What follows belongs to an exercise in optimizing a design on an open flow for small area; a production flow would make more cautious choices.
In this exercise RTL edits were held to simulation tests only and were not proved equivalent to the original.
Power figures rest on the tool's default switching activity, not on a simulated workload.

== rev 12 ==
==> flow/design.v (excerpt) <==
module scsi_spc (
    input  wire        clk,
    input  wire        rst,           
    input  wire        host_cs,
    input  wire        host_we,       
    input  wire [3:0]  host_addr,     
    input  wire [7:0]  host_wdata,
    output reg  [7:0]  host_rdata,    
    output wire        irq,
    output wire        drq,
    input  wire [8:0]  scsi_ctl_i,
    input  wire [7:0]  scsi_dat_i,
    output wire [8:0]  scsi_ctl_o,
    output wire [7:0]  scsi_dat_o
);
    localparam [4:0] O_BSY = 5'h01, O_SEL = 5'h02, O_ACK = 5'h04, O_ATN = 5'h08,
                     O_RST = 5'h10;
    localparam D_1 = 1'b1;
    localparam [3:0] R_BDID = 4'd0,  R_SCTL = 4'd1,  R_SCMD = 4'd2,  R_INTS = 4'd4,
                     R_PSNS = 4'd5,  R_SSTS = 4'd6,  R_SERR = 4'd7,  R_PCTL = 4'd8,
                     R_MBC  = 4'd9,  R_DREG = 4'd10, R_TEMP = 4'd11, R_TCH  = 4'd12,
                     R_TCM  = 4'd13, R_TCL  = 4'd14;
    localparam [7:0] I_DISC = 8'h20, I_CC = 8'h10, I_SR = 8'h08, I_TO = 8'h04,
                     I_RC = 8'h01;
    localparam [4:0] S_IDLE            = 5'd0,
                     S_ARB_WAIT_FREE   = 5'd1,
                     S_ARB_PRE_BSY     = 5'd2,
                     S_ARB_ASSERT_BSY  = 5'd3,
                     S_ARB_SETTLE1     = 5'd4,
                     S_ARB_SETTLE2     = 5'd5,
                     S_ARB_WAIT        = 5'd6,
  ...
For scale: about 1200 cells after synthesis, about 200 flip-flops, roughly 0.010 mm2 of cells after synthesis.
clock: 10.0 ns
lec_check: 0
abc_area: 1
cap_margin: 20
core_margin: 2
core_utilization: 40
place_density: 0.6
slew_margin: 20
standard.sh (not shown) runs the stock make flow with config.mk's settings and CLKGATE_MAP_FILE= SYNTH_SCRIPT=/design/flow/synth_recipe.tcl, a recipe that flattens the netlist after the stock synthesis.
==> flow/flow/run.sh <==
#!/bin/bash
# Layout flow: the standard ORFS flow (standard.sh), with
#  - an area-oriented ABC mapping script (flow/abc_area.script, used with ABC_AREA 1),
#  - the smallest buffer cell for the port buffers,
#  - clock tree synthesis without dummy loads, on small clock buffers.
# Registers and their names come from the standard synthesis unchanged: only the
# combinational mapping script differs.
set -euo pipefail
W=$PWD
rm -rf "$W/scripts_x"
cp -r "$FLOW_HOME/scripts" "$W/scripts_x"
cp "$W/flow/abc_area.script" "$W/scripts_x/abc_area.script"
export SCRIPTS_DIR="$W/scripts_x"
export BUFFER_PORTS_ARGS="-buffer_cell sky130_fd_sc_hd__buf_1"
export CTS_ARGS="-sink_clustering_enable -repair_clock_nets -dont_use_dummy_load -buf_list {sky130_fd_sc_hd__clkbuf_4} -sink_clustering_size 8 -sink_clustering_max_diameter 50"
bash standard.sh > "$W/orfs_flow.log" 2>&1
==> flow/flow/abc_area.script <==
strash
&get -n
&deepsyn -T 30
&put
dch
amap
strash
dch
amap
topo
stime -c
Every stage of the flow completed for rev 12, and the final layout passed the timing, design-rule and antenna checks.
The following lists how rev 13 was set up differently from rev 12:
--- a/flow/design.v
+++ b/flow/design.v
@@ -453,22 +453,25 @@
         if (host_wr && host_addr == R_TCL) tc_n[7:0]   = host_wdata;
         if (state == S_SEL_ASSERT_SEL && run) begin
             sello_n = 9'h1B5;              
             selhi_n = tc[23:8];
         end else begin
             sello_n = lo_next;
             for (k = 0; k < 16; k = k + 1) selhi_n[k] = sel_hi[k] ^ (lo_zero & hi_z[k]);
         end
     end
     wire [7:0] t_oh  = 8'd1 << tail;
     wire [7:0] h_oh  = e_push ? {t_oh[6:0], t_oh[7]} : t_oh;
+    wire [7:0] f_we  = ({8{e_push}} & t_oh) | ({8{h_push}} & h_oh);
+    wire [7:0] wd_even = (e_push && !tail[0]) ? data : host_wdata;
+    wire [7:0] wd_odd  = (e_push &&  tail[0]) ? data : host_wdata;
     always @(posedge clk) begin
         if (rst) begin
             bdid      <= 3'd7;
             sctl      <= 8'h00;
             scmd      <= 8'h00;
             ints      <= 6'h00;
             sdgc      <= 8'h00;
             pctl      <= 8'h00;
             temp      <= 8'h00;
             dreg      <= 8'h00;
             serr_xo   <= 1'b0;
@@ -513,17 +516,15 @@
     always @(posedge clk) begin
         if (eng_free) begin
             xfer_phase <= pctl[2:0];
             xfer_dma   <= !host_wdata[2];
         end
         sel_lo <= sello_n;
         sel_hi <= selhi_n;
     end
     integer i;
     always @(posedge clk) begin
         for (i = 0; i < 8; i = i + 1)
-            if (e_push && t_oh[i])
-                fifo_mem[i] <= data;
-            else if (h_push && h_oh[i])
-                fifo_mem[i] <= host_wdata;
+            if (f_we[i])
+                fifo_mem[i] <= i[0] ? wd_odd : wd_even;
     end
 endmodule
[summary]
Rev 13: synthesized area 3.0% below rev 12. Relative to rev 12, worst hold path cell count decreased by 1 in rev 13. Between rev 12 and rev 13, fraction of area in multi-input gates decreased. The lower non-clock buffer total of the final layout of rev 13 and rev 12 is in rev 13. Met3 layer wire length in the routed design in rev 13 vs rev 12: down 1600 um. Relative to rev 12, the power measured on rev 13 has increased by more than 10%. Proportion of layout cells with a drive suffix above 1 was higher in rev 12 than in rev 13. Setup WNS rev 12 -> rev 13: worse. Of rev 13 and rev 12, rev 13 shows the lower worst setup slack before clock tree synthesis, with rev 12 above it.

re-timing with driven ports:
Ports are ideal in the flow. The routed layouts listed here were re-timed in OpenROAD. Step 1: set_driving_cell puts a clkbuf_16 on clk and a buf_2 on each other input, an assumption about the parent block. Step 2, shift: input delay + t, output delay - t, t = (earliest + latest rising clock arrival at the registers) / 2. This alone moves slack from input paths to output paths. Three values: ideal, step 1, step 2; two values: the first two.
run | t, ns | slack for setup (ns) | worst hold slack (ns)
rev 12 | 0.672 | 1.600 / 1.570 / 1.570 | 0.431 / 0.431 / 0.431
rev 13 | 0.655 | 1.399 / 1.377 / 1.377 | 0.426 / 0.426 / 0.426
After both steps every run listed still meets setup and hold. The setup slack of rev 12, which loses most, moves by -0.030 ns with the drivers and by -0.030 ns with both steps.
